Background: an optimization exercise with open tools, aiming at small area, a short achievable clock period and few clock cycles. Do not read the settings as production practice. The RTL was checked by simulation tests, not by an equivalence proof against the original design. No activity file was given, so power comes from the tool's default toggle rates.

==> flow/design.v <==
module scanout_ctrl #(
    parameter PW = 320,      
    parameter PH = 240       
) (
    input             clk,
    input             rst,
    input             alloc_ok,
    input             cmd_valid,
    input      [31:0] cmd_word,
    output            cmd_ready,
    output reg        cmd_done,
    input             evt_valid,
    input      [31:0] evt_word,
    output            evt_ready,
    output reg        evt_done,
    input      [4:0]  reg_addr,
    output reg [31:0] reg_rdata,
    output            fb_rd,
    output            fb_sel,
    output     [25:0] fb_addr,
    input      [15:0] fb_rdata,
    output            lb_we,
    output            lb_sel,
    output     [12:0] lb_addr,
    output     [15:0] lb_wdata,
    output            flush_valid,
    output            flush_sel,
    output     [12:0] flush_x0,
    output     [12:0] flush_x1,
    output            frame_ready,
    output            buf_ack,
    output            front,
    output            busy,
    output     [6:0]  bl_pct
);
    localparam [2:0] OK = 3'd0, ERR_CONFIG = 3'd1, ERR_NOMEM = 3'd2,
                     ERR_UNSUPPORTED = 3'd3, ERR_STATE = 3'd4;
    localparam [3:0] S_IDLE  = 4'd0,
                     S_UR    = 4'd1,    
                     S_LSTRT = 4'd2,    
                     S_UR0   = 4'd3,    
                     S_ENA   = 4'd14,   
                     S_LOOP  = 4'd4,    
                     S_FLUSH = 4'd5,    
                     S_GK    = 4'd6,    
                     S_GSUB  = 4'd7,    
                     S_GRND  = 4'd8,    
                     S_GLOOP = 4'd9,    
                     S_MULK  = 4'd10,   
                     S_MUL   = 4'd11,   
                     S_SUB1  = 4'd12,   
                     S_PLOAD = 4'd13;   
    reg [12:0] lw, lh;
    reg [1:0]  scale;
    reg        rot, policy;
    reg        inited, en, gvalid, frontb, fr, ack, urf;
    reg [1:0]  lastb, pend;
    reg [2:0]  res_code;
    reg        res_val;
    reg [6:0]  bl;
    reg        g_rot;
    reg [1:0]  g_scale;
    reg signed [14:0] off_x, off_y;
    reg        crop;             
    reg [25:0] g_start;
    reg [25:0] g_p;              
    reg [25:0] cur_src;
    reg [7:0]  cur_cnt;
    reg [3:0]  state;
    reg [1:0]  gph;              
    reg        l_buf;
    reg        lcopy;            
    reg        fillm;            
    reg [1:0]  clean;            
    reg [25:0] ptr;              
    reg [8:0]  dst;
    reg [8:0]  jc;               
    reg [1:0]  rc;               
    reg        wr;               
    function [26:0] radd26;              
        input [25:0] a, b;
        input        ci;
        integer i;
        reg c;
        begin
            c = ci;
            for (i = 0; i < 26; i = i + 1) begin
                radd26[i] = a[i] ^ b[i] ^ c;
                c = (a[i] & b[i]) | (c & (a[i] ^ b[i]));
            end
            radd26[26] = c;
        end
    endfunction
    function [8:0] rinc9;                
        input [8:0] a;
        integer i;
        reg c;
        begin
            c = 1'b1;
            for (i = 0; i < 9; i = i + 1) begin
                rinc9[i] = a[i] ^ c;
                c = a[i] & c;
            end
        end
    endfunction
    function [8:0] rdec9;                
        input [8:0] a;
        integer i;
        reg b;
        begin
            b = 1'b1;
            for (i = 0; i < 9; i = i + 1) begin
                rdec9[i] = a[i] ^ b;
                b = ~a[i] & b;
            end
        end
    endfunction
    wire               R      = g_rot;
    wire [1:0]         S      = g_scale;
    wire               xsel;
    wire [12:0]        xw     = xsel ? lh : lw;
    wire signed [14:0] off_l  = R ? off_y : off_x;
    wire [8:0]         dst0   = off_l[14] ? 9'd0 : off_l[8:0];
    reg  [8:0]         lwidth;
    reg  [7:0]         lpf;
    always @* begin
        case (S)
            2'd1:    begin lwidth = 9'd320; lpf = 8'd240; end
            2'd2:    begin lwidth = 9'd160; lpf = 8'd120; end
            default: begin lwidth = 9'd106; lpf = 8'd80;  end
        endcase
        if (!crop) lwidth = xw[8:0];
    end
    wire        last_line = (cur_cnt == lpf - 8'd1);
    wire [25:0] vspan     = R ? {13'd0, lw} : g_p;
    wire [26:0] cmp_x     = radd26(cur_src, ~vspan, 1'b1);
    wire        in_range  = !cmp_x[26];               
    wire [3:0] c_op = cmd_word[3:0];
    reg        c_legal;
    always @* begin
        case (c_op)
            4'h1: c_legal = (cmd_word[31] == 1'b0);
            4'h2, 4'h4, 4'h5, 4'h6, 4'h8, 4'h9, 4'hB:
                  c_legal = (cmd_word[31:4] == 28'd0);
            4'h3: c_legal = (cmd_word[31:7] == 25'd0);
            4'h7: c_legal = (cmd_word[31:5] == 27'd0);
            4'hA: c_legal = (cmd_word[31:12] == 20'd0);
            default: c_legal = 1'b0;
        endcase
    end
    wire evt_line = ((evt_word & 32'hFFFFFFCF) == 32'h0000000F);
    wire st_idle  = (state == S_IDLE);
    wire st_ur    = (state == S_UR);
    wire st_ur0   = (state == S_UR0);
    wire st_ena   = (state == S_ENA);
    wire st_lstrt = (state == S_LSTRT);
    wire st_loop  = (state == S_LOOP);
    wire st_flush = (state == S_FLUSH);
    wire st_gk    = (state == S_GK);
    wire st_gsub  = (state == S_GSUB);
    wire st_grnd  = (state == S_GRND);
    wire st_gloop = (state == S_GLOOP);
    wire st_mulk  = (state == S_MULK);
    wire st_mul   = (state == S_MUL);
    wire st_sub1  = (state == S_SUB1);
    wire st_pload = (state == S_PLOAD);
    assign cmd_ready = st_idle && (pend == 2'd0);
    assign evt_ready = st_idle;
    wire evt_go  = st_idle && evt_valid;
    wire cmd_go  = st_idle && !evt_valid && cmd_valid && (pend == 2'd0);
    wire ln_ok   = evt_line && inited && en;
    wire ln_go   = evt_go && ln_ok && !evt_word[5];
    wire ur_go   = evt_go && ln_ok && evt_word[5];
    wire ln_strt = ln_go || st_lstrt;
    wire ln_buf  = st_idle ? evt_word[4] : l_buf;
    wire ln_cln  = ln_buf ? clean[1] : clean[0];
    wire op_init  = cmd_go && c_legal && (c_op == 4'h1);
    wire op_recmp = cmd_go && c_legal && (c_op == 4'h2);
    wire op_xform = cmd_go && c_legal && (c_op == 4'h3);
    wire op_en    = cmd_go && c_legal && (c_op == 4'h4);
    wire op_dis   = cmd_go && c_legal && (c_op == 4'h5);
    wire op_pub   = cmd_go && c_legal && (c_op == 4'h7);
    wire op_wait  = cmd_go && c_legal && (c_op == 4'h8);
    wire op_poll  = cmd_go && c_legal && (c_op == 4'h9);
    wire op_bl    = cmd_go && c_legal && (c_op == 4'hA);
    wire op_tear  = cmd_go && c_legal && (c_op == 4'hB);
    wire init_cfg_bad = (cmd_word[17:5] == 13'd0) || (cmd_word[30:18] == 13'd0) ||
                        (scale == 2'd0);
    wire init_ok  = op_init && !inited && !init_cfg_bad && alloc_ok;
    wire recmp_ok = op_recmp && inited && !en && (scale != 2'd0);
    wire geo_go   = init_ok || recmp_ok;
    wire en_go    = op_en && gvalid && inited && !en;
    wire pub_ok   = op_pub && inited && (cmd_word[4] != frontb);
    wire pub_hold = pub_ok && policy && !fr;
    wire wait_hold = op_wait && inited && !fr;
    wire        side_l = (gph == 2'd0) ? !R : (gph == 2'd2);
    wire        use_h  = ~(side_l ^ R);
    wire        a_from_cur = st_idle || st_lstrt;            
    wire        a_zero     = st_gk || st_mulk;
    assign      xsel = (a_from_cur && R) || st_mulk || (st_gsub && use_h);
    wire [25:0] a_a  = a_from_cur ? cur_src : (a_zero ? 26'd0 : ptr);
    wire [12:0] nx   = ~xw;
    wire        b_p   = a_from_cur && R;
    wire        adv   = st_loop && step;                 
    wire        b_nx  = st_gsub || st_mulk || (adv && R);
    wire        b_2s  = st_gloop;
    wire        b_k   = st_gk;
    wire [25:0] a_b  = ({26{b_p}}  & g_p) |
                       ({26{b_nx}} & {13'h1FFF, nx}) |
                       ({26{b_2s}} & {23'd0, S, 1'b0}) |
                       ({26{b_k}}  & (side_l ? PW : PH));
    wire        a_ci = adv || st_gsub || st_mul || (st_grnd && ptr[15]);
    wire [26:0] sum_a_x = radd26(a_a, a_b, a_ci);
    wire [25:0] sum_a   = sum_a_x[25:0];
    wire        a_le1   = sum_a[15] || (sum_a[15:1] == 15'd0);
    wire        mul_go   = st_mul && sum_a[15];            
    wire        mul_end  = st_mul && !sum_a[15];
    wire        gl_go    = st_gloop && a_le1;
    wire        fill_go  = st_pload;
    wire        b_from_start = st_ena || st_ur0 || st_pload || (st_flush && !fillm && last_line);
    wire        b_zero   = (st_gk && gph == 2'd0) || st_mulk;
    wire [25:0] b_a  = b_from_start ? g_start : (b_zero ? 26'd0 : cur_src);
    wire        incr_on  = st_ur || (st_flush && !fillm && !last_line);
    wire        bb_w     = (incr_on && !R) || (gl_go && gph == 2'd1) || mul_go;
    wire        bb_nw    = (gl_go && gph == 2'd2) || st_sub1;
    wire [25:0] b_b  = ({26{bb_w}} & {13'd0, lw}) | ({26{bb_nw}} & {13'h1FFF, ~lw});
    wire        b_ci = (incr_on && R) || bb_nw || (gl_go && gph == 2'd0);
    wire [26:0] sum_b_x = radd26(b_a, b_b, b_ci);
    wire [25:0] sum_b   = sum_b_x[25:0];
    wire rd_more = (jc != 9'd0);
    wire step    = fillm || (rc == S - 2'd1);
    assign fb_rd    = st_loop && lcopy && rd_more;
    assign fb_sel   = frontb;
    assign fb_addr  = ptr;
    assign lb_we    = st_loop && wr;
    assign lb_sel   = l_buf;
    assign lb_addr  = {4'd0, dst};
    assign lb_wdata = lcopy ? fb_rdata : 16'h0000;
    assign flush_valid = st_flush;
    assign flush_sel   = l_buf;
    assign flush_x0    = lcopy ? {4'd0, dst0} : 13'd0;
    assign flush_x1    = lcopy ? {4'd0, dst} : PW[12:0];
    assign frame_ready = fr & inited;
    assign buf_ack     = ack & inited;
    assign front       = frontb & inited;
    assign busy        = (pend != 2'd0);
    assign bl_pct      = bl;
    wire line_end = st_flush && !fillm;
    always @(posedge clk) begin
        ptr     <= sum_a;
        cur_src <= sum_b;
    end
    always @(posedge clk) begin
        if (st_gloop && !a_le1 && gph != 2'd2 && (R || gph == 2'd1))
            g_start <= cur_src;
        if (fill_go)
            g_p <= cur_src;
        if (st_grnd && (side_l ^ R))
            off_x <= sum_a[15:1];
        if (st_grnd && !(side_l ^ R))
            off_y <= sum_a[15:1];
        if (st_grnd && side_l)
            crop <= ptr[15];
        if (init_ok) begin
            lw     <= cmd_word[17:5];
            lh     <= cmd_word[30:18];
            policy <= cmd_word[4];
        end
        if (geo_go) begin
            g_rot   <= rot;
            g_scale <= scale;
        end
    end
    wire fill_nx = st_flush && fillm && !l_buf;      
    always @(posedge clk) begin
        if (ln_strt || fill_go || fill_nx) begin
            dst <= ln_strt ? dst0 : 9'd0;
            jc  <= ln_strt ? lwidth : PW[8:0];
            rc  <= 2'd0;
            wr  <= 1'b0;
        end else if (st_loop) begin
            wr <= rd_more;
            if (rd_more) begin
                rc <= step ? 2'd0 : rc + 2'd1;
                if (step) jc <= rdec9(jc);
            end
            if (wr) dst <= rinc9(dst);
        end else if (st_gk) begin
            rc <= 2'd0;
        end else if (st_gsub) begin
            rc <= rc + 2'd1;
        end
        if (ln_strt) lcopy <= in_range;
        else if (fill_go) lcopy <= 1'b0;
        if (evt_go) l_buf <= evt_word[4];
        else if (fill_go) l_buf <= 1'b0;
        else if (fill_nx) l_buf <= 1'b1;
        if (geo_go) gph <= 2'd0;
        else if (st_gloop && !a_le1 && gph == 2'd0 && !R) gph <= 2'd1;
        else if (mul_end && R) gph <= 2'd2;
        if (geo_go) fillm <= 1'b1;
        else if (st_flush && l_buf) fillm <= 1'b0;
    end
    always @(posedge clk) begin
        if (rst) begin
            state <= S_IDLE;
            clean <= 2'b00;
        end else begin
            case (state)
            S_IDLE: begin
                if (ln_go)
                    state <= in_range ? S_LOOP : (ln_cln ? S_FLUSH : S_LOOP);
                else if (ur_go)
                    state <= S_UR0;
                else if (en_go)
                    state <= S_ENA;
                else if (geo_go)
                    state <= S_GK;
            end
            S_UR0:   state <= S_UR;
            S_UR:    state <= S_LSTRT;
            S_ENA:   state <= S_IDLE;
            S_LSTRT: state <= in_range ? S_LOOP : (ln_cln ? S_FLUSH : S_LOOP);
            S_LOOP:  if (!rd_more && wr) state <= S_FLUSH;
            S_FLUSH: begin
                if (fill_nx)
                    state <= clean[1] ? S_FLUSH : S_LOOP;
                else
                    state <= S_IDLE;
            end
            S_GK:    state <= S_GSUB;
            S_GSUB:  if (rc == S - 2'd1) state <= S_GRND;
            S_GRND:  state <= S_GLOOP;
            S_GLOOP: if (!a_le1) begin
                         if (gph == 2'd2) state <= S_SUB1;
                         else if (R || gph == 2'd1) state <= S_MULK;
                         else state <= S_GK;
                     end
            S_MULK:  state <= S_MUL;
            S_MUL:   if (!sum_a[15]) state <= R ? S_GK : S_PLOAD;
            S_SUB1:  state <= S_PLOAD;
            S_PLOAD: state <= clean[0] ? S_FLUSH : S_LOOP;
            default: state <= S_IDLE;
            endcase
            if (ln_strt) begin
                if (ln_buf) clean[1] <= !in_range;
                else        clean[0] <= !in_range;
            end else if (st_flush && fillm && l_buf) begin
                clean <= 2'b11;
            end
        end
    end
    wire wrap     = line_end && last_line;
    wire fr_set   = wrap && (!policy || ack);
    wire rel      = fr_set && (pend != 2'd0);       
    always @(posedge clk) begin
        if (rst) begin
            scale <= 2'd1; rot <= 1'b0;
            inited <= 1'b0; en <= 1'b0; pend <= 2'd0;
            res_code <= 3'd0; res_val <= 1'b0; bl <= 7'd0;
            cmd_done <= 1'b0; evt_done <= 1'b0;
        end else begin
            cmd_done <= (cmd_go && !geo_go && !en_go && !pub_hold && !wait_hold) || st_ena ||
                        (st_flush && fillm && l_buf) || rel;
            evt_done <= (evt_go && !ln_ok) || line_end;
            if (cmd_go && !pub_hold && !wait_hold) begin
                res_val  <= 1'b0;
                if (!c_legal)
                    res_code <= ERR_UNSUPPORTED;
                else begin
                    res_code <= OK;
                    case (c_op)
                    4'h1: if (inited) res_code <= ERR_STATE;
                          else if (init_cfg_bad) res_code <= ERR_CONFIG;
                          else if (!alloc_ok) res_code <= ERR_NOMEM;
                    4'h2: if (!inited || en) res_code <= ERR_STATE;
                          else if (scale == 2'd0) res_code <= ERR_CONFIG;
                    4'h3: if (en) res_code <= ERR_STATE;
                    4'h4: if (!inited || !gvalid) res_code <= ERR_STATE;
                    4'h6: if (!inited) res_code <= ERR_STATE;
                          else res_val <= ~frontb;
                    4'h7: if (!pub_ok) res_code <= ERR_STATE;
                          else res_val <= fr;
                    4'h8: if (!inited) res_code <= ERR_STATE;
                          else res_val <= 1'b1;
                    4'h9: if (!inited) res_code <= ERR_STATE;
                          else res_val <= fr;
                    4'hB: if (!inited || en) res_code <= ERR_STATE;
                    default: ;
                    endcase
                end
            end
            if (rel) begin
                res_code <= OK;
                res_val  <= 1'b1;
            end
            if (op_xform && !en) begin
                scale <= cmd_word[5:4];
                rot   <= cmd_word[6];
            end
            if (init_ok) inited <= 1'b1;
            else if (op_tear && inited && !en) inited <= 1'b0;
            if (en_go) en <= 1'b1;
            else if (op_dis) en <= 1'b0;
            if (pub_hold) pend <= 2'd2;
            else if (wait_hold) pend <= 2'd1;
            else if (rel) pend <= 2'd0;
            if (op_bl && cmd_word[11:4] <= 8'd100) bl <= cmd_word[10:4];
        end
    end
    always @(posedge clk) begin
        if (init_ok || recmp_ok) gvalid <= 1'b1;
        else if ((op_recmp && inited && !en && scale == 2'd0) || (op_xform && !en))
            gvalid <= 1'b0;
        if (init_ok) frontb <= 1'b0;
        else if ((pub_ok && !pub_hold) || (rel && pend == 2'd2)) frontb <= ~frontb;
        if (init_ok || fr_set) fr <= 1'b1;
        if ((pub_ok && !pub_hold) || (op_wait && inited && fr) ||
            (op_poll && inited) || rel)
            fr <= 1'b0;
        if (init_ok) ack <= 1'b1;
        else if ((pub_ok && !pub_hold) || (rel && pend == 2'd2)) ack <= 1'b1;
        else if (fr_set && policy) ack <= 1'b0;
        if (init_ok) lastb <= 2'd0;
        else if (wrap) lastb <= fr_set ? 2'd2 : 2'd3;
        if (geo_go || en_go || wrap) begin
            cur_cnt <= 8'd0;
            urf     <= 1'b0;
        end else if (ur_go) begin
            cur_cnt <= 8'd1;
            urf     <= 1'b1;
        end else if (line_end) begin
            cur_cnt <= cur_cnt + 8'd1;
        end
    end
    wire [31:0] status_word = {17'd0, inited, inited, pend, lastb, 2'b00, urf, ack, fr,
                               frontb, gvalid, en, inited};
    reg  [12:0] neg_lw;                  
    integer k;
    reg c_n;
    always @* begin
        c_n = 1'b1;
        for (k = 0; k < 13; k = k + 1) begin
            neg_lw[k] = ~lw[k] ^ c_n;
            c_n = ~lw[k] & c_n;
        end
    end
    wire [18:0] dec;
    genvar gk;
    generate
        for (gk = 0; gk < 19; gk = gk + 1) begin : g_dec
            assign dec[gk] = (reg_addr == gk);
        end
    endgenerate
    wire gi        = inited;
    wire sel_res   = dec[1];
    wire sel_st    = dec[2] & gi;
    wire sel_cfg   = dec[3] & gi;
    wire sel_pan   = dec[4];
    wire sel_xf    = dec[5];
    wire sel_ox    = dec[6] & gi;
    wire sel_oy    = dec[7] & gi;
    wire sel_start = dec[8] & gi;
    wire sel_lw    = gi & ((dec[9] & !R) | (dec[10] & R));
    wire sel_one   = gi & ((dec[9] & R) | (dec[13] & !R));
    wire sel_p     = gi & ((dec[10] & !R) | (dec[12] & R));
    wire sel_lwid  = dec[11] & gi;
    wire sel_neg   = dec[13] & gi & R;
    wire sel_dst   = dec[14] & gi;
    wire sel_lpf   = dec[15] & gi;
    wire sel_cur   = dec[16] & gi;
    wire sel_cnt   = dec[17] & gi;
    wire sel_bl    = dec[18];
    always @* begin
        reg_rdata = ({32{sel_res}}   & {27'd0, res_val, 1'b0, res_code}) |
                    ({32{sel_st}}    & status_word) |
                    ({32{sel_cfg}}   & {3'd0, lh, 3'd0, lw}) |
                    ({32{sel_pan}}   & {3'd0, PH[12:0], 3'd0, PW[12:0]}) |
                    ({32{sel_xf}}    & {28'd0, policy & gi, rot, scale}) |
                    ({32{sel_ox}}    & {{17{off_x[14]}}, off_x}) |
                    ({32{sel_oy}}    & {{17{off_y[14]}}, off_y}) |
                    ({32{sel_start}} & {6'd0, g_start}) |
                    ({32{sel_lw}}    & {19'd0, lw}) |
                    ({32{sel_one}}   & 32'd1) |
                    ({32{sel_p}}     & {6'd0, g_p}) |
                    ({32{sel_lwid}}  & {23'd0, lwidth}) |
                    ({32{sel_neg}}   & {19'h7FFFF, neg_lw}) |
                    ({32{sel_dst}}   & {23'd0, dst0}) |
                    ({32{sel_lpf}}   & {24'd0, lpf}) |
                    ({32{sel_cur}}   & {6'd0, cur_src}) |
                    ({32{sel_cnt}}   & {24'd0, cur_cnt}) |
                    ({32{sel_bl}}    & {25'd0, bl});
    end
endmodule
==> flow/flow/run.sh <==
#!/bin/bash
set -o pipefail
export BUFFER_PORTS_ARGS="-buffer_cell sky130_fd_sc_hd__buf_1"
bash standard.sh SETUP_SLACK_MARGIN=34 finish > standard_flow.log 2>&1
==> flow/standard.sh <==
#!/bin/bash
# synth_recipe.tcl (not shown) runs the flow's synth.tcl, then flattens the netlist and writes it again
# the make line also repeats each setting of config.mk as NAME=value (left out here)
make -C /OpenROAD-flow-scripts/flow DESIGN_CONFIG=/design/flow/config.mk WORK_HOME=/design/flow/orfs CLKGATE_MAP_FILE= SYNTH_SCRIPT=/design/flow/synth_recipe.tcl "${@:-finish}"
==> flow/config.mk <==
export PLATFORM = sky130hd
export DESIGN_NAME = scanout_ctrl
export DESIGN_NICKNAME = scanout_ctrl
export VERILOG_FILES = /design/flow/design.v
export SDC_FILE = /design/flow/constraint.sdc
export NUM_CORES = 4
export LEC_CHECK = 0
export CAP_MARGIN = 40
export CORE_MARGIN = 2
export CORE_UTILIZATION = 40
export SLEW_MARGIN = 40
==> flow/constraint.sdc <==
create_clock -name core_clock -period 60.0 [get_ports {clk}]
set_input_delay 12.0000 -clock core_clock [delete_from_list [all_inputs] [get_ports {clk}]]
set_output_delay 12.0000 -clock core_clock [all_outputs]
set_load 0.01 [all_outputs]
==> summary.txt, run 1 <==
Worst Path Arrival=13870 ps; final worst slack=34130 ps; Synth top area share=28.77%; crit end category=output pin; Max VDD drop=0.00002766 V; die extent in y=190.3 µm; Synth area leaders=edfxtp_1, dfxtp_1, fa_1; relative slew slack=43.49%; Routed wire per std cell=23.73 µm; Achievable Freq=38.65 MHz; total gr overflow=0; PwrDens=35.80 mW/mm²; Final setup viols=0; clock period minus worst slack=25870 ps; Setup WS pre-CTS=33620 ps; vias in the first global route=11330; Slew @ Worst Pin=838.8 ps; sequential share of power=42.4%; CP max FO=25; Worst R2R Setup Slack=37960 ps; Clock transition at path regs=60 ps; clk sinks=232; required time worst endpoint=48000 ps; Seq/Total Area, Yosys=43.05%; Hold Fails Final Rpt=0; Final nets=1779; Comb pwr share=29.0%; mapped cell area=0.01388 mm²; Die ar.=0.03620 mm²; Reg2Reg Launch Point=g_rot$_DFFE_PP_; clock share of power=28.6%; CP max-delay cell=and2_4; Routed WL=48880 µm; worst setup path start=reg_addr[1]; PnR Total Power=0.0005787 W; maximum number of pins on one net before global-route repair=53; layout cell share with drive strength beyond 1=8.292%; leading area contributor after synthesis=edfxtp_1; most common cell after layout, fill and taps aside=buf_1; boundary pin count=224; top_reg_cell synth=edfxtp_1; Setup TNS=0 ps; crit-path max cell delay=440 ps; PortBufs=211; drt pass-1 iters=7; Post-DP HPWL=36710 µm; Post-Synthesis Cells=1391; CTS buffer count=26; overall die width=190.3 µm; Distinct cells, synth=85; count of pins over their slew limit=0; first-pass GRT wire length=72220 µm; # fillers=3240; htree depth=1; hold buffers post-CTS=0; Yosys Warn Count=1; fin util=47.03%; Internal=0.0003711 W; Clk Latency, worst-skew pair=570 ps; startpoint types=primary input; Mapped Avg Cell Area=9.978 µm²; vias per inst=5.926; CTS Buffer Depth=3; RePlAce Congestion=0.9400; FF+latch count, synth=232; routed vias=12210; row cnt=68; Core ar.=0.03437 mm²; max_cap viols=0; Area growth, synth to finish=16.46%; Root Driver=clkbuf_16; P_leak=6.099 nW; critical path class=in2out; most frequent cells in the layout=buf_1, nand2_1, edfxtp_1; worst hold path class=reg2reg; Post-DRT Antenna Nets=0; Switch Pwr=0.0002076 W; asr flop ratio synth=0%; RSZ-0062 raised after global routing=true; hold path start=rot$_SDFFE_PP0P_; Post-synth EDFFs=133; status=no timing/DRC/antenna violations; violation count after the first detailed-routing iteration=1439; Sw Share=35.87%; initial antenna violation count=2; GRT Util Overall=26.54%; period utilisation layout=43.12%; DRC errors left=0; CTS tree=yes; Initial Util=40.38%; clk_skew=37.14 ps; crit path cell chain=buf_2 > and3b_1 > a21oi_1 > nor4b_1 > and2_4 > nand2_1 > nand4_1 > a221o_1 > buf_1
cell type report:
class                      count  area, µm²  share of cell area, %
sequential                   232       5976                  36.97
multi-input combinational   1003       7351                  45.48
clock inverter                11      131.4                 0.8128
clock buffer                  36      754.5                  4.668
tap                          455      569.3                  3.522
timing repair buffer         246       1095                  6.773
antenna                        1      2.502                0.01548
inverter                      76      285.3                  1.765
kinds of logic (layout without fill, tap and decap cells):
family / count (synthesis) / after routing / share of synthesized area (%)
AOI/OAI and AO/OA: 337 / 337 / 17.20
and+or+nand+nor: 471 / 471 / 16.79
muxes: 58 / 58 / 4.255
adders and majority gates: 104 / 104 / 12.08
xor gates and xnor gates: 21 / 21 / 1.325
buffers and inverters: 167 / 369 / 5.265
other: 1 / 13 / 0.02702
DFF: 232 / 232 / 43.05
power by group through the flow:
stage | logic, W | clock network (W) | registers, W
final | 0.000168 | 0.000166 | 0.000246
after detailed placement | 0.000167 | 0 | 0.000248
after global placement | 0.000161 | 0 | 0.000248
after floorplan | 0.000109 | 0 | 0.000239
after CTS | 0.000168 | 0.000168 | 0.000245
after global routing | 0.000188 | 0.000174 | 0.000249
state kept, by name, indices dropped and copies added, names as in the netlist, 9 cells and up:
| name | flops |
|---|---|
| lw | 13 |
| dst | 9 |
| g_p | 26 |
| cur_src | 26 |
| jc | 9 |
| g_start | 26 |
| ptr | 26 |
| off_y | 15 |
| lh | 13 |
| off_x | 15 |
synth_stat cells (8+ instances only):
cell type  instances
a21o_1             9
inv_1             72
buf_2             11
dfxtp_1           99
or3_1             10
nand3_1           46
o211ai_1          10
a21oi_1           60
xnor2_1           12
nor2_1            92
nand2b_1          26
a22oi_1           63
o31ai_1            9
nor4_1            19
xor2_1             9
nor3_1            41
buf_4             18
and2_1            30
a221oi_1          19
ha_1              54
nand4_1           15
o21ai_0           64
mux2i_1           50
edfxtp_1         133
a22o_1             8
mux2_2             8
a222oi_1          18
fa_1              50
o21a_1             8
clkbuf_1          56
nand2_1          149
metal layers:
layer	GRT usage (%)	vias up	part of all wire, %	routed length (µm)
met5	0	-	0.018	9
met4	8.259	2	3.1	1515
met3	4.711	84	10	4989
met2	40.54	698	44	21400
met1	38.30	5897	43	20960
li1	-	5526	-	-
worst max-delay path, delay by kind of cell:
family	cells	cell delay, ps
buf+inv	2	350
simple gates	5	1250
compound gates	2	250
repair_timing:
action,CTS,global route
resized for setup,12,13
buffers inserted,0,4
setup endpoints to repair,16,10
path summary, 6_finish.rpt:
check	cells after the start	to
setup / recovery	9	reg_rdata[5]
hold / removal	0	g_rot$_DFFE_PP_
setup reg to reg	59	cur_src[25]$_DFF_P_
hold reg to reg	0	g_rot$_DFFE_PP_
through the flow:
stage	hold WS, ps	std cells	area, µm²
global route	504.1	2059	16160
global placement	470.3	2006	15110
floorplan	430.9	1402	13920
detailed placement	469.0	2008	15180
CTS	484.0	2055	16090
finish	481.5	2060	16160
Testbench counts, summed over its fixed seeds: cycles 1,314,648.
==> inputs of run 2 (changes only) <==
--- a/flow/config.mk
+++ b/flow/config.mk
@@ -10,2 +10,4 @@
 export CORE_UTILIZATION = 40
+export CTS_CLUSTER_DIAMETER = 100
+export CTS_CLUSTER_SIZE = 20
 export SLEW_MARGIN = 40
==> run 2 against run 1 <==
Die area unchanged. Routed wire length decreased by 0.39%. Via count decreased by 0.66%. Non-clock buffer count stayed put. Utilization is 1.3 points lower. Area after synthesis is the same. Clock skew down 7.6 ps. Critical endpoint is now reg_rdata[4]. Highest routed layer unchanged.
==> summary.txt, run 2 <==
Die ar.=0.03620 mm²; Core ar.=0.03437 mm²; FF+latch count, synth=232; max_cap viols=0; count of pins over their slew limit=0; Setup WS pre-CTS=33620 ps; fin util=45.69%; P_leak=5.879 nW; routed vias=12130; CP max FO=25; PortBufs=211; Max VDD drop=0.00001844 V; htree depth=1; relative slew slack=39.65%; CTS buffer count=15; die extent in y=190.3 µm; Worst R2R Setup Slack=37940 ps; CTS Buffer Depth=3; startpoint types=primary input; worst hold path class=reg2reg; cell with the most instances after synthesis=nand2_1; most common cell after layout, fill and taps aside=buf_1; DRC errors left=0; Synth top area share=28.77%; Final nets=1768; final worst slack=34090 ps; crit end category=output pin; Worst Path Arrival=13910 ps; period utilisation layout=43.19%; Root Driver=clkbuf_16; vias in the first global route=11160; Post-synth EDFFs=133; Distinct cells, synth=85; mapped cell area=0.01388 mm²; RSZ-0062 raised after global routing=true; top_reg_cell synth=edfxtp_1; total gr overflow=0; Mapped Avg Cell Area=9.978 µm²; Inserted Diodes=0; Post-DRT Antenna Nets=0; clock period minus worst slack=25910 ps; leading area contributor after synthesis=edfxtp_1; Synth area leaders=edfxtp_1, dfxtp_1, fa_1; GRT Util Overall=26.45%; clk sinks=232; asr flop ratio synth=0%; Clk Latency, worst-skew pair=510 ps; clk_skew=29.56 ps; CTS tree=yes; Yosys Warn Count=1; Final setup viols=0; Post-DP HPWL=36710 µm; Synth top cells by count=nand2_1, edfxtp_1, dfxtp_1, nor2_1, inv_1; Area growth, synth to finish=13.14%; PwrDens=33.03 mW/mm²; drt pass-1 iters=6; required time worst endpoint=48000 ps; Seq/Total Area, Yosys=43.05%; row cnt=68; Routed wire per std cell=23.90 µm; Clock transition at path regs=100 ps; Post-Synthesis Cells=1391; Hold Fails Final Rpt=0; status=no timing/DRC/antenna violations; initial antenna violation count=1; Achievable Freq=38.59 MHz; Routed WL=48690 µm; most frequent cells in the layout=buf_1, nand2_1, edfxtp_1; critical path class=in2out; boundary pin count=224; Setup TNS=0 ps; vias per inst=5.953; first-pass GRT wire length=72070 µm; maximum number of pins on one net before global-route repair=53; Slew @ Worst Pin=895.8 ps; violation count after the first detailed-routing iteration=1388; RePlAce Congestion=0.9400; layout cell share with drive strength beyond 1=7.016%; overall die width=190.3 µm; Initial Util=40.38%
[run 2: changes by cell type in the layout (fill, tap and decap cells not counted), sizes merged]
| cell | previous run | this run |
|---|---|---|
| clkbuf | 38 | 26 |
| clkinv | 10 | 4 |
| clkinvlp | 2 | 0 |
| bufinv | 2 | 0 |
| diode | 1 | 0 |
[run 2: path summary, 6_finish.rpt]
check,cells after the start,to,start
max,8,reg_rdata[4],reg_addr[1]
min,2,rot$_SDFFE_PP0P_,rot$_SDFFE_PP0P_
max reg2reg,59,cur_src[25]$_DFF_P_,state[2]$_SDFFE_PP0P_
min reg2reg,2,rot$_SDFFE_PP0P_,rot$_SDFFE_PP0P_
[run 2: cell families after synthesis]
| family | after synthesis | synth area share, % |
|---|---|---|
| muxes | 58 | 4.255 |
| xor gates and xnor gates | 21 | 1.325 |
| other | 1 | 0.02702 |
| and+or+nand+nor | 471 | 16.79 |
| buffers and inverters | 167 | 5.265 |
| adders and majority gates | 104 | 12.08 |
| AOI/OAI and AO/OA | 337 | 17.20 |
| DFF | 232 | 43.05 |
[run 2: worst max-delay path, cell delays in order]
cell and delay [ps]:
buf_2 170, and3b_1 220, a21oi_1 40, nor4b_1 430, and2_4 470, a21boi_0 200
o311ai_2 170, buf_1 200
[run 2: routing by layer]
metal	up-vias	track usage [%]	share of wire, %
met4	2	7.126	3.0
met3	85	4.803	9.8
li1	5493	-	-
met2	696	40.95	44
met5	-	0	0.023
met1	5851	38.07	43
[run 2: per-stage QoR]
stage	total power [W]	instance area, µm²	hold WS [ps]	std cells
2_1_floorplan	0.0003479	13920	430.9	1402
3_3_place_gp	0.0004092	15110	470.3	2006
3_5_place_dp	0.0004150	15180	469.0	2008
4_1_cts	0.0005200	15630	490.3	2033
5_1_grt	0.0005500	15700	513.0	2037
6_report	0.0005187	15700	486.2	2037
[run 2: where the power goes]
| group | switching (W) | internal, W | total [W] |
|---|---|---|---|
| Combinational | 0.000104 | 0.0000632 | 0.000167 |
| Clock | 0.0000574 | 0.0000486 | 0.000106 |
| Sequential | 0.0000344 | 0.000211 | 0.000245 |
[run 2: area by class of cell]
type,instances,area [µm²]
Sequential cell,232,5976
Tap cell,455,569.3
Multi-Input combinational cell,1003,7351
Clock inverter,1,8.758
Fill cell,3274,18670
Inverter,76,285.3
Timing Repair Buffer,246,1095
Clock buffer,24,419.2
[run 2: repair_timing]
item	4_1_cts	5_1_grt
endpoints found under the setup margin	16	10
hold buffers	0	0
resized for setup	12	13
setup buffers	0	4
==> inputs of run 3 (changes only) <==
--- a/flow/config.mk
+++ b/flow/config.mk
@@ -9,3 +9,3 @@
 export CORE_MARGIN = 2
-export CORE_UTILIZATION = 40
+export CORE_UTILIZATION = 60
 export CTS_CLUSTER_DIAMETER = 100
==> run 3 against run 2 <==
Clock skew decreased by 2.3 ps. Area after synthesis unchanged. Flip-flop and latch count unchanged. Setup slack got worse by 47 ps. First-iteration DRC count increased by 25%. Clock-buffer cell count decreased by 1. Critical path depth increased by 2. Utilization increased by 22 points. Via count increased by 0.88%. Sequential power about the same. Register-to-register slack improved by 140 ps. Final cell count decreased by 8.6%. Critical path type unchanged. Largest power group unchanged.
==> summary.txt, run 3 <==
count of pins over their slew limit=0; Final nets=1761; Hold Path Cell Cnt=2; required time worst endpoint=48000 ps; maximum number of pins on one net before global-route repair=53; total gr overflow=0; Comb pwr share=32.5%; row cnt=55; startpoint types=primary input; drt pass-1 iters=9; RePlAce Congestion=1.010; Post-DRT Antenna Nets=0; relative slew slack=41.93%; overall die width=156.1 µm; hold path endpoint=lastb[1]$_SDFFE_PP0P_; dpl cell area=0.01490 mm²; Hold Fails Final Rpt=0; initial antenna violation count=0; worst hold path class=reg2reg; Post-Layout Inst Area=0.01544 mm²; boundary pin count=224; DRC errors left=0; Slew @ Worst Pin=859.8 ps; Root Driver=clkbuf_16; CTS tree=yes; Seq/Total Area, Yosys=43.05%; max_cap viols=0; Reg2Reg Launch Point=state[2]$_SDFFE_PP0P_; clock share of power=20.0%; Post-DP HPWL=33280 µm; Clock transition at path regs=80 ps; Switch Pwr=0.0001947 W; status=no timing/DRC/antenna violations; Routed WL=45290 µm; Yosys Warn Count=1; Post-CTS Setup Inserts=0; cell with the most instances after synthesis=nand2_1; Die ar.=0.02437 mm²; clock period minus worst slack=25960 ps; Synth area leaders=edfxtp_1, dfxtp_1, fa_1; routed vias=12230; Sw Share=37.72%; PwrDens=33.43 mW/mm²; Post-Synthesis Cells=1391; Initial Util=61.30%; die extent in y=156.1 µm; Final setup viols=0; first-pass GRT wire length=66840 µm; clk sinks=232; top_reg_cell synth=edfxtp_1; Clk Latency, worst-skew pair=510 ps; Mapped Avg Cell Area=9.978 µm²; violation count after the first detailed-routing iteration=1732; critical path class=in2out; CP max FO=26; hold path start=lastb[1]$_SDFFE_PP0P_; vias in the first global route=10940; PortBufs=211; Setup TNS=0 ps; most common cell after layout, fill and taps aside=buf_1; Inserted Diodes=0; clk_skew=27.27 ps; Worst R2R Path Depth=60; Internal=0.0003214 W; Achievable Freq=38.52 MHz; layout cell share with drive strength beyond 1=6.662%; Worst Path Arrival=13960 ps; Synth top area share=28.77%; period utilisation layout=43.27%; Fin Hold WS=479.4 ps; htree depth=1; CTS buffer count=15; vias per inst=6.574; leading area contributor after synthesis=edfxtp_1; Distinct cells, synth=85; Worst R2R Setup Slack=38080 ps; Synth top cells by count=nand2_1, edfxtp_1, dfxtp_1, nor2_1, inv_1; hold buffers post-CTS=0; GRT Util Overall=36.64%; most frequent cells in the layout=buf_1, nand2_1, edfxtp_1; FF+latch count, synth=232; asr flop ratio synth=0%; RSZ-0062 raised after global routing=true; P_leak=5.855 nW; Routed wire per std cell=24.34 µm; fin util=68.18%; mapped cell area=0.01388 mm²; sequential share of power=47.5%; Max VDD drop=0.00003224 V; crit end category=output pin; Area growth, synth to finish=11.21%; Worst R2R End=cur_src[25]$_DFF_P_; Core ar.=0.02264 mm²; CTS Buffer Depth=3; Post-synth EDFFs=133
==> run 3: cell counts after synthesis <==
Identical to the previous run, type by type.
==> run 3: worst max-delay path, stage by stage <==
cell and delay (ps):
clkbuf_4 200, nand2b_4 200, nor4_2 70, buf_6 200
a22o_1 250, a221oi_1 280, nand3_1 130, a221oi_1 300
o21ai_1 160, buf_1 170
==> run 3: through the flow <==
stage / setup slack, ps / total power (W) / cells
after global routing: 33980 / 0.0005463 / 1861
after CTS: 33950 / 0.0005135 / 1860
after detailed placement: 33640 / 0.0004118 / 1834
after floorplan: 34250 / 0.0003479 / 1402
final: 34040 / 0.0005161 / 1861
after global placement: 33550 / 0.0004052 / 1834
==> run 3: power groups by stage <==
stage	Sequential, W	Clock (W)	Combinational, W
6_report	0.000245	0.000103	0.000168
5_1_grt	0.000249	0.000109	0.000189
4_1_cts	0.000244	0.000103	0.000166
3_5_place_dp	0.000247	0	0.000165
3_3_place_gp	0.000246	0	0.000159
2_1_floorplan	0.000239	0	0.000109
==> run 3: final cells by class <==
cell class,count,area [µm²]
Fill cell,1859,7204
Sequential cell,232,5976
Inverter,76,285.3
Tap cell,285,356.6
Multi-Input combinational cell,1003,7377
Clock buffer,23,405.4
Timing Repair Buffer,239,1015
Clock inverter,3,21.27
==> run 3: cells by family after synthesis <==
logic type	synth area share, %
AND/OR/NAND/NOR	16.79
AO/OA/AOI/OAI	17.20
flip-flops	43.05
buffers and inverters	5.265
adder cells (fa/ha/maj)	12.08
multiplexers	4.255
XOR/XNOR	1.325
other	0.02702
==> run 3: timing repair <==
item                                   CTS  global route
endpoints found under the hold margin    0             0
setup endpoints to repair               14            11
resized for setup                       10            20
==> run 3: how the worst max path moves through the flow <==
stage          slack, ps             to         from
3_3_place_gp       33550   reg_rdata[4]  reg_addr[1]
4_1_cts            33950   reg_rdata[4]  reg_addr[0]
5_1_grt            33980   reg_rdata[2]  reg_addr[3]
2_1_floorplan      34250  reg_rdata[20]  reg_addr[2]
6_report           34040   reg_rdata[7]  reg_addr[0]
3_5_place_dp       33640  reg_rdata[23]  reg_addr[0]
==> run 3: routing by layer <==
metal / routed length, µm / track usage (%)
met5: 0 / 0
met4: 1845 / 12.58
met3: 5624 / 9.139
met2: 20270 / 56.28
met1: 17560 / 51.00
==> inputs of run 4 (changes only) <==
--- a/flow/config.mk
+++ b/flow/config.mk
@@ -7,7 +7,7 @@
 export LEC_CHECK = 0
-export CAP_MARGIN = 40
+export CAP_MARGIN = 20
 export CORE_MARGIN = 2
 export CORE_UTILIZATION = 60
-export CTS_CLUSTER_DIAMETER = 100
-export CTS_CLUSTER_SIZE = 20
-export SLEW_MARGIN = 40
+export CTS_CLUSTER_DIAMETER = 110
+export CTS_CLUSTER_SIZE = 22
+export SLEW_MARGIN = 20
==> run 4 against run 3 <==
Clock skew decreased by 11 ps. Still clean on timing, DRC and antenna. Largest power group unchanged. Synthesized cell count is the same. Register-to-register slack worse by 240 ps. Critical path type unchanged.
==> summary.txt, run 4 <==
Worst Path Arrival=13960 ps; CP max-delay cell=nand2b_1; Clk Latency, worst-skew pair=500 ps; clock share of power=19.9%; Achievable Freq=38.52 MHz; Sw Share=37.40%; Mapped Avg Cell Area=9.978 µm²; hold buffers post-CTS=0; maximum number of pins on one net before global-route repair=53; PwrDens=33.39 mW/mm²; Post-DRT Antenna Nets=0; Comb pwr share=32.5%; FF+latch count, synth=232; status=no timing/DRC/antenna violations; # fillers=1864; CP max FO=26; CTS buffer count=14; Yosys Warn Count=1; clock period minus worst slack=25960 ps; period utilisation layout=43.27%; GRT Util Overall=36.27%; RSZ-0062 raised after global routing=true; DRC errors left=0; Switch Pwr=0.0001922 W; crit end category=output pin; dpl cell area=0.01489 mm²; boundary pin count=224; Setup TNS=0 ps; max_cap viols=0; fin util=67.98%; Post-Synthesis Cells=1391; Post-CTS Setup Inserts=0; first-pass GRT wire length=66500 µm; Initial Util=61.30%; Seq/Total Area, Yosys=43.05%; Area growth, synth to finish=10.89%; Die ar.=0.02437 mm²; clk sinks=232; leading area contributor after synthesis=edfxtp_1; count of pins over their slew limit=0; Post-synth EDFFs=133; die extent in y=156.1 µm; worst hold path class=reg2reg; Synth area leaders=edfxtp_1, dfxtp_1, fa_1; Routed WL=44760 µm; area of the multi-input gates=0.007347 mm²; CTS tree=yes; relative slew slack=14.58%; violation count after the first detailed-routing iteration=1680; overall die width=156.1 µm; RePlAce Congestion=1.010; vias per inst=6.622; Final nets=1759; startpoint types=primary input; Clock transition at path regs=90 ps; required time worst endpoint=48000 ps; Max VDD drop=0.00002853 V; Distinct cells, synth=85; mapped cell area=0.01388 mm²; Post-Layout Inst Area=0.01539 mm²; top_reg_cell synth=edfxtp_1; Final setup viols=0; Hold Fails Final Rpt=0; initial antenna violation count=1; Root Driver=clkbuf_16; Slew @ Worst Pin=1271 ps; drt pass-1 iters=10; Core ar.=0.02264 mm²; sequential share of power=47.6%; Synth top area share=28.77%; crit-path max cell delay=260 ps; P_leak=5.831 nW; Routed wire per std cell=24.09 µm; critical path class=in2out; total gr overflow=0; most used cell along the critical path=a221oi_1; htree depth=1; Inserted Diodes=0; Reg area=0.005976 mm²; Synth top cells by count=nand2_1, edfxtp_1, dfxtp_1, nor2_1, inv_1; routed vias=12300; vias in the first global route=10940; Internal=0.0003217 W; row cnt=55; crit path cell chain=buf_2 > nand2b_1 > nor4_2 > buf_4 > a22o_1 > a221oi_1 > nand3_1 > a221oi_1 > o21ai_0 > buf_1; cell with the most instances after synthesis=nand2_1; most frequent cells in the layout=buf_1, nand2_1, edfxtp_1; asr flop ratio synth=0%; CTS Buffer Depth=3; clk_skew=15.99 ps; PortBufs=211; Post-DP HPWL=33290 µm; most common cell after layout, fill and taps aside=buf_1; layout cell share with drive strength beyond 1=6.294%
## run 4: cell counts after synthesis
Identical to the previous run, type by type.
## run 4: final cells by class
type,instances,area share [%]
Sequential cell,232,38.83
Multi-Input combinational cell,1003,47.74
Clock inverter,1,0.05691
Clock buffer,23,2.699
Tap cell,285,2.317
Inverter,76,1.854
Timing Repair Buffer,238,6.512
## run 4: cell families after synthesis
| logic type | Yosys count | synth area share, % |
|---|---|---|
| AOI/OAI and AO/OA | 337 | 17.20 |
| xor gates and xnor gates | 21 | 1.325 |
| adders and majority gates | 104 | 12.08 |
| buffers and inverters | 167 | 5.265 |
| DFF | 232 | 43.05 |
| muxes | 58 | 4.255 |
| other | 1 | 0.02702 |
| and+or+nand+nor | 471 | 16.79 |
## run 4: stage by stage
step	hold slack (ps)	total power (W)	std cells	setup WS (ps)
2_1_floorplan	430.9	0.0003479	1402	34250
3_3_place_gp	460.4	0.0004052	1834	33550
3_5_place_dp	473.2	0.0004121	1834	33500
4_1_cts	493.4	0.0005127	1858	34010
5_1_grt	537.0	0.0005449	1858	33950
6_report	494.4	0.0005139	1858	34040
## run 4: path summary, 6_finish.rpt
check | slack [ps] | to | startpoint | cells after the start
setup / recovery | 34040 | reg_rdata[7] | reg_addr[2] | 10
hold reg to reg | 490 | lastb[1]$_SDFFE_PP0P_ | lastb[1]$_SDFFE_PP0P_ | 2
hold / removal | 490 | lastb[1]$_SDFFE_PP0P_ | lastb[1]$_SDFFE_PP0P_ | 2
setup reg to reg | 37840 | cur_src[25]$_DFF_P_ | state[3]$_SDFFE_PP0P_ | 58
## run 4: worst max-delay path: cells and delay by family
family                 cells  cell delay [ps]
AO/OA/AOI/OAI              4              900
buffers and inverters      3              600
AND/OR/NAND/NOR            3              440
## run 4: per-layer routing
layer,track usage (%),wire [µm],vias up
met5,0,0,-
met1,51.57,17510,5872
met4,11.58,1601,0
met2,56.03,20090,839
li1,-,-,5478
met3,7.500,5558,115
## run 4: power by group through the flow
stage	combinational, W	sequential, W	clock [W]
global placement	0.000159	0.000246	0
finish	0.000167	0.000245	0.000102
floorplan	0.000109	0.000239	0
detailed placement	0.000165	0.000247	0
CTS	0.000166	0.000244	0.000103
global route	0.000188	0.000249	0.000108
## run 4: repair_timing
item | CTS | global route
resized for setup | 15 | 9
endpoints found under the setup margin | 26 | 8
endpoints found under the hold margin | 0 | 0
==> inputs of run 5 (changes only) <==
==> flow/flow/run.sh (replaced) <==
#!/bin/bash
set -o pipefail
export BUFFER_PORTS_ARGS="-buffer_cell sky130_fd_sc_hd__buf_1"
bash standard.sh > standard_flow.log 2>&1
--- a/flow/config.mk
+++ b/flow/config.mk
@@ -7,7 +7,8 @@
 export LEC_CHECK = 0
-export CAP_MARGIN = 20
+export ABC_AREA = 1
+export CAP_MARGIN = 40
 export CORE_MARGIN = 2
-export CORE_UTILIZATION = 60
-export CTS_CLUSTER_DIAMETER = 110
-export CTS_CLUSTER_SIZE = 22
-export SLEW_MARGIN = 20
+export CORE_UTILIZATION = 40
+export CTS_CLUSTER_DIAMETER = 150
+export CTS_CLUSTER_SIZE = 30
+export SLEW_MARGIN = 40
==> run 5 against run 4 <==
Global-route usage is 8.0 points lower. Area after synthesis rose by 0.43%. Synthesized cell count up 22%. Non-clock buffer count is 1 lower. Die area is 49% higher. Cell area up 1.4%. Maximum frequency fell by 3.9%. Flip-flop and latch count stayed put. Routed wire length rose by 16%. Combinational power grew about 20%. Highest routed layer unchanged. Critical path type unchanged.
==> summary.txt, run 5 <==
Routed wire per std cell=22.05 µm; initial antenna violation count=1; clk_skew=20.69 ps; PwrDens=33.43 mW/mm²; CP max FO=17; count of pins over their slew limit=0; violation count after the first detailed-routing iteration=1493; max_cap viols=0; most common cell after layout, fill and taps aside=nand2_1; vias per inst=5.550; Setup TNS=0 ps; Routed WL=51830 µm; Setup WS pre-CTS=32800 ps; Clk Latency, worst-skew pair=500 ps; total gr overflow=0; CTS tree=yes; relative slew slack=45.52%; Synth area leaders=edfxtp_1, dfxtp_1, nand2_1; top_reg_cell synth=edfxtp_1; Final nets=2085; period utilisation layout=45.02%; hold buffers post-CTS=0; Post-synth EDFFs=133; vias in the first global route=12310; CTS buffer count=11; Post-DP HPWL=39570 µm; most used cell along the critical path=buf_1; Post-CTS Setup Inserts=0; routed vias=13050; RePlAce Congestion=1.027; RSZ-0062 raised after global routing=false; Yosys Warn Count=1; crit path cell chain=buf_1 > inv_1 > nor2_1 > nand2_1 > nor2_2 > clkinv_1 > o22ai_1 > a221oi_1 > o211ai_1 > a211oi_1 > nand3_1 > buf_1; final worst slack=32990 ps; htree depth=1; PortBufs=211; maximum number of pins on one net before global-route repair=53; required time worst endpoint=48000 ps; FF+latch count, synth=232; CTS Buffer Depth=3; PostCTS Resize Cnt=0; die extent in y=190.7 µm; Synth top cells by count=nand2_1, inv_1, nor2_1, edfxtp_1, o21ai_0; most frequent cells in the layout=nand2_1, inv_1, buf_1; clk sinks=232; crit path buf inv count=4; Clock transition at path regs=110 ps; cell with the most instances after synthesis=nand2_1; # fillers=3473; Distinct cells, synth=49; Final setup viols=0; Top Family by Delay on Critical Path=buffers and inverters; worst hold path class=reg2reg; DRC errors left=0; Die ar.=0.03636 mm²; Post-Synthesis Cells=1697; overall die width=190.7 µm; Synth top area share=28.65%; drt pass-1 iters=6; GRT Util Overall=28.23%; crit end category=output pin; status=no timing/DRC/antenna violations; Core ar.=0.03446 mm²; Initial Util=40.45%; startpoint types=primary input; boundary pin count=224; Achievable Freq=37.02 MHz; P_leak=6.551 nW; Root Driver=clkbuf_16; row cnt=68; fin util=45.28%; clock period minus worst slack=27010 ps; Post-DRT Antenna Nets=0; Worst Path Arrival=15010 ps; critical path class=in2out; PnR Total Power=0.0005216 W; crit-path max cell delay=850 ps; leading area contributor after synthesis=edfxtp_1; asr flop ratio synth=0%; Seq/Total Area, Yosys=42.87%; Max VDD drop=0.00002170 V; Mapped Avg Cell Area=8.214 µm²; layout cell share with drive strength beyond 1=3.166%; mapped cell area=0.01394 mm²; first-pass GRT wire length=76530 µm; CP max-delay cell=clkinv_1; Slew @ Worst Pin=812.1 ps; Area growth, synth to finish=11.94%; Hold Fails Final Rpt=0
## run 5: layout make-up
| class | instances | area, µm² | area share [%] |
|---|---|---|---|
| multi-input cells | 1112 | 6650 | 42.62 |
| flip-flops and latches | 232 | 5976 | 38.30 |
| inverters | 297 | 1115 | 7.145 |
| repair buffers | 237 | 988.4 | 6.335 |
| well taps | 455 | 569.3 | 3.648 |
| clock buffers | 15 | 290.3 | 1.860 |
| clock inverters | 2 | 12.51 | 0.08019 |
| diodes | 1 | 2.502 | 0.01604 |
## run 5: kinds of logic (layout without fill, tap and decap cells)
| logic type | after synthesis | count (layout) | synth area share (%) |
|---|---|---|---|
| adder cells (fa/ha/maj) | 104 | 104 | 12.03 |
| flip-flops | 232 | 232 | 42.87 |
| AND/OR/NAND/NOR | 631 | 631 | 18.57 |
| AO/OA/AOI/OAI | 348 | 348 | 15.22 |
| multiplexers | 1 | 1 | 0.07181 |
| XOR/XNOR | 16 | 16 | 1.005 |
| other | 1 | 13 | 0.02690 |
| buffers and inverters | 364 | 551 | 10.21 |
## run 5: power by group
part | switching (W) | total (W) | leakage, nW | internal [W]
clock | 0.0000520 | 0.0000869 | 0.146 | 0.0000349
combinational | 0.000135 | 0.000200 | 4.38 | 0.0000653
sequential | 0.0000242 | 0.000234 | 2.02 | 0.000210
## run 5: final timing paths
path | start | end | slack (ps) | depth (start not counted)
setup / recovery | reg_addr[3] | reg_rdata[2] | 32990 | 12
hold / removal | scale[1]$_SDFFE_PP0P_ | g_scale[1]$_DFFE_PP_ | 490 | 0
setup reg to reg | state[2]$_SDFFE_PP0P_ | cur_src[25]$_DFF_P_ | 37650 | 67
hold reg to reg | scale[1]$_SDFFE_PP0P_ | g_scale[1]$_DFFE_PP_ | 490 | 0
## run 5: per-layer routing
layer | routed length (µm) | global-route usage [%]
met5 | 0 | 0
met4 | 2235 | 10.85
met2 | 23520 | 45.68
met3 | 4844 | 4.932
met1 | 21230 | 37.72
## run 5: through the flow
stage / area (µm²) / cells / hold slack (ps)
after floorplan: 13980 / 1708 / 422.8
after global placement: 15260 / 2331 / 440.3
after detailed placement: 15290 / 2332 / 461.9
after CTS: 15590 / 2349 / 488.7
after global routing: 15600 / 2350 / 507.5
final: 15600 / 2351 / 487.7
==> inputs of run 6 (changes only) <==
--- a/flow/design.v
+++ b/flow/design.v
@@ -64,2 +64,3 @@
     reg        crop;             
+    reg        crop_s;           
     reg [25:0] g_start;
@@ -134,5 +135,4 @@
     wire        last_line = (cur_cnt == lpf - 8'd1);
-    wire [25:0] vspan     = R ? {13'd0, lw} : g_p;
-    wire [26:0] cmp_x     = radd26(cur_src, ~vspan, 1'b1);
-    wire        in_range  = !cmp_x[26];               
+    wire [7:0]  a_scan    = R ? lw[7:0] : lh[7:0];
+    wire        in_range  = crop_s || (cur_cnt < a_scan);
     wire [3:0] c_op = cmd_word[3:0];
@@ -263,2 +263,4 @@
             crop <= ptr[15];
+        if (st_grnd && !side_l)
+            crop_s <= ptr[15];
         if (init_ok) begin
@@ -437,3 +439,3 @@
                                frontb, gvalid, en, inited};
-    reg  [12:0] neg_lw;                  
+    reg  [12:0] neg_lw;
     integer k;
@@ -441,6 +443,6 @@
     always @* begin
-        c_n = 1'b1;
+        c_n = 1'b0;
         for (k = 0; k < 13; k = k + 1) begin
-            neg_lw[k] = ~lw[k] ^ c_n;
-            c_n = ~lw[k] & c_n;
+            neg_lw[k] = lw[k] ^ c_n;
+            c_n = lw[k] | c_n;
         end
==> flow/flow/run.sh (replaced) <==
#!/bin/bash
set -o pipefail
export BUFFER_PORTS_ARGS="-buffer_cell sky130_fd_sc_hd__buf_1"
bash standard.sh SETUP_SLACK_MARGIN=34 finish > standard_flow.log 2>&1
--- a/flow/config.mk
+++ b/flow/config.mk
@@ -7,8 +7,7 @@
 export LEC_CHECK = 0
-export ABC_AREA = 1
 export CAP_MARGIN = 40
 export CORE_MARGIN = 2
-export CORE_UTILIZATION = 40
-export CTS_CLUSTER_DIAMETER = 150
-export CTS_CLUSTER_SIZE = 30
+export CORE_UTILIZATION = 60
+export CTS_CLUSTER_DIAMETER = 100
+export CTS_CLUSTER_SIZE = 20
 export SLEW_MARGIN = 40
==> run 6 against run 5 <==
Sequential share of layout area is 1.1 points higher. Die area shrank 34%. Final cell count is 22% lower. Critical path depth down 4. Global-route usage increased by 9.5 points. Clock power up 16%. Flip-flop and latch count increased by 1. Via count down 6.7%. Highest routed layer unchanged.
==> summary.txt, run 6 <==
top_reg_cell synth=edfxtp_1; clk sinks=233; Routed wire per std cell=24.91 µm; Synth top area share=29.56%; violation count after the first detailed-routing iteration=1434; CP max FO=26; leading area contributor after synthesis=edfxtp_1; Worst R2R End=cur_src[25]$_DFF_P_; mapped cell area=0.01361 mm²; Slew @ Worst Pin=907.5 ps; die extent in y=154.6 µm; Hold Fails Final Rpt=0; Cells after DPL=1802; Non-Filler Instances=1833; Synth top cells by count=nand2_1, edfxtp_1, dfxtp_1, nor2_1, inv_1; count of pins over their slew limit=0; Inserted Diodes=0; clk_skew=7.866 ps; Synth area leaders=edfxtp_1, dfxtp_1, fa_1; FF+latch count, synth=233; routed vias=12180; PwrDens=29.66 mW/mm²; hold path start=urf$_SDFFE_PP0P_; DRC errors left=0; Final setup viols=0; startpoint types=primary input; relative slew slack=39.13%; Clk Latency, worst-skew pair=500 ps; max_cap viols=0; P_leak=5.563 nW; first-pass GRT wire length=68230 µm; maximum number of pins on one net before global-route repair=52; period utilisation layout=43.31%; Seq/Total Area, Yosys=44.12%; total gr overflow=0; Worst Path Arrival=13990 ps; crit end category=output pin; Setup WS pre-CTS=33560 ps; status=no timing/DRC/antenna violations; PortBufs=211; critical path class=in2out; Max VDD drop=0.00002225 V; Post-Synthesis Cells=1355; asr flop ratio synth=0%; Post-DRT Antenna Nets=0; boundary pin count=224; clock period minus worst slack=25990 ps; CTS Buffer Depth=3; Root Driver=clkbuf_16; Area growth, synth to finish=11.93%; vias per inst=6.644; overall die width=154.6 µm; Yosys Warn Count=1; vias in the first global route=11130; RSZ-0062 raised after global routing=true; Reg area=0.006007 mm²; Clock transition at path regs=80 ps; drt pass-1 iters=9; hold path endpoint=urf$_SDFFE_PP0P_; PnR Total Power=0.0004518 W; final worst slack=34010 ps; most common cell after layout, fill and taps aside=buf_1; GRT Util Overall=37.76%; worst hold path class=reg2reg; Routed WL=45650 µm; Post-synth EDFFs=134; cell with the most instances after synthesis=nand2_1; Mapped Avg Cell Area=10.05 µm²; Distinct cells, synth=83; RePlAce Congestion=1.035; Reg2Reg Launch Point=state[2]$_SDFFE_PP0P_; # fillers=1818; htree depth=1; required time worst endpoint=48000 ps; Die ar.=0.02391 mm²; most frequent cells in the layout=buf_1, nand2_1, edfxtp_1; crit-path max cell delay=390 ps; Worst R2R Setup Slack=36210 ps; Achievable Freq=38.48 MHz; Hold Path Cell Cnt=2; CTS buffer count=15; crit path cell chain=buf_2 > nand2b_1 > nor3_2 > buf_4 > a221o_1 > a211oi_1 > o311ai_1 > buf_1; Worst R2R Path Depth=58; crit path buf inv count=3; Core ar.=0.02243 mm²; row cnt=55; Top Family by Delay on Critical Path=compound AO/OA/AOI/OAI gates; CP max-delay cell=a221o_1; Post-DP HPWL=33640 µm; layout cell share with drive strength beyond 1=7.106%; Final nets=1715; initial antenna violation count=0; Initial Util=60.67%; area of the multi-input gates=0.007108 mm²; Setup TNS=0 ps; CTS tree=yes
[run 6: cell count changes after synthesis, moves of 22 or more]
cell / change
a21oi_1: -24
a222oi_1: +26
a22oi_1: +49
and2_1: +36
inv_1: -223
mux2i_1: +33
nand2_1: -195
nand2b_1: +28
nand3_1: -22
nor2_1: -86
o21ai_0: -55
o22ai_1: -22
[run 6: worst max-delay path by stage]
stage | startpoint | endpoint | cells past startpoint | slack (ps)
4_1_cts | reg_addr[2] | reg_rdata[4] | 9 | 33970
5_1_grt | reg_addr[0] | reg_rdata[4] | 8 | 33960
6_report | reg_addr[0] | reg_rdata[4] | 8 | 34010
3_5_place_dp | reg_addr[3] | reg_rdata[4] | 9 | 33560
3_3_place_gp | reg_addr[3] | reg_rdata[4] | 9 | 33360
2_1_floorplan | reg_addr[2] | reg_rdata[5] | 8 | 34270
[run 6: routing by layer]
| metal | vias to the layer above | global-route usage (%) | routed length (µm) |
|---|---|---|---|
| met2 | 837 | 57.48 | 19990 |
| met4 | 0 | 16.53 | 2471 |
| met1 | 5789 | 52.94 | 18030 |
| met5 | - | 0 | 0 |
| li1 | 5398 | - | - |
| met3 | 155 | 7.425 | 5158 |
[run 6: layout make-up]
type	instances	area share, %
clock buffers	22	2.636
clock inverters	4	0.1396
inverters	73	1.798
multi-input cells	970	46.65
flip-flops and latches	233	39.43
well taps	285	2.340
repair buffers	246	7.005
[run 6: what timing repair did]
| action | in CTS | in global routing |
|---|---|---|
| cloned | 0 | 0 |
| gates resized for setup | 6 | 7 |
| hold buffers | 0 | 0 |
| endpoints found under the setup margin | 20 | 12 |
| pin swaps | 2 | 0 |
| setup buffers | 2 | 2 |
[run 6: kinds of logic (layout without fill, tap and decap cells)]
| family | Yosys count | after routing | synth area share [%] |
|---|---|---|---|
| other cells | 1 | 12 | 0.02755 |
| mux | 44 | 44 | 3.328 |
| compound gates | 342 | 342 | 18.05 |
| fa+ha+maj | 86 | 86 | 10.66 |
| xor+xnor | 20 | 20 | 1.287 |
| buf+inv | 163 | 345 | 5.046 |
| flops | 233 | 233 | 44.12 |
| simple gates | 466 | 466 | 17.47 |
[run 6: metrics by stage]
| stage | hold WS, ps | cell area [µm²] | util, % |
|---|---|---|---|
| 2_1_floorplan | 425.1 | 13650 | - |
| 3_3_place_gp | 479.4 | 14690 | 65.48 |
| 3_5_place_dp | 496.5 | 14730 | 65.68 |
| 4_1_cts | 509.5 | 15190 | 67.71 |
| 5_1_grt | 510.6 | 15240 | 67.91 |
| 6_report | 506.0 | 15240 | 67.91 |
[run 6: power breakdown]
group	switching [W]	leakage [nW]	internal, W
Clock	0.0000536	0.205	0.0000472
Combinational	0.0000748	3.33	0.0000451
Sequential	0.0000274	2.03	0.000204
[run 6: worst reg2reg max path: cells and delay by family (launching register included)]
kind                       cells  cell delay, ps
DFF                            1             820
adders and majority gates     41           18920
xor gates and xnor gates       1             140
and+or+nand+nor                2             660
buffers and inverters          7            1160
AOI/OAI and AO/OA              7            1980
Testbench counts of run 6, summed over its fixed seeds: cycles 1,314,648.

-- afterwards: timing with drivers on the ports --
Ports are ideal in the flow. The routed layouts listed here were re-timed in OpenROAD. Step 1 assumes that a clkbuf_16 drives the clock port and a buf_2 every other input. Step 2 also shifts input and output timing later by t, the mid clock arrival at the registers, as if the neighbouring blocks saw the same clock. Three values: no drivers, after step 1, after step 2; two values: the first two.
| run | shift t [ns] | setup slack, ns | hold WS [ns] | worst setup path after step 2 | worst data-port slew with drivers (ns) |
|---|---|---|---|---|---|
| run 1 | 0.599 | 34.126 / 34.097 / 34.097 | 0.481 / 0.481 / 0.481 | input to output | 0.04 |
| run 2 | 0.548 | 34.088 / 34.059 / 34.059 | 0.486 / 0.486 / 0.486 | input to output | 0.04 |
| run 3 | 0.548 | 34.040 / 34.002 / 34.002 | 0.479 / 0.479 / 0.479 | input to output | 0.05 |
| run 4 | 0.538 | 34.037 / 33.995 / 33.995 | 0.494 / 0.494 / 0.494 | input to output | 0.04 |
| run 5 | 0.540 | 32.985 / 32.918 / 32.918 | 0.488 / 0.488 / 0.488 | input to output | 0.07 |
| run 6 | 0.541 | 34.013 / 33.954 / 33.954 | 0.506 / 0.506 / 0.506 | input to output | 0.05 |
After both steps setup and hold are still met in every run listed. For run 5, which loses most, drivers alone change the setup slack by -0.067 ns; drivers and shift together by -0.067 ns.
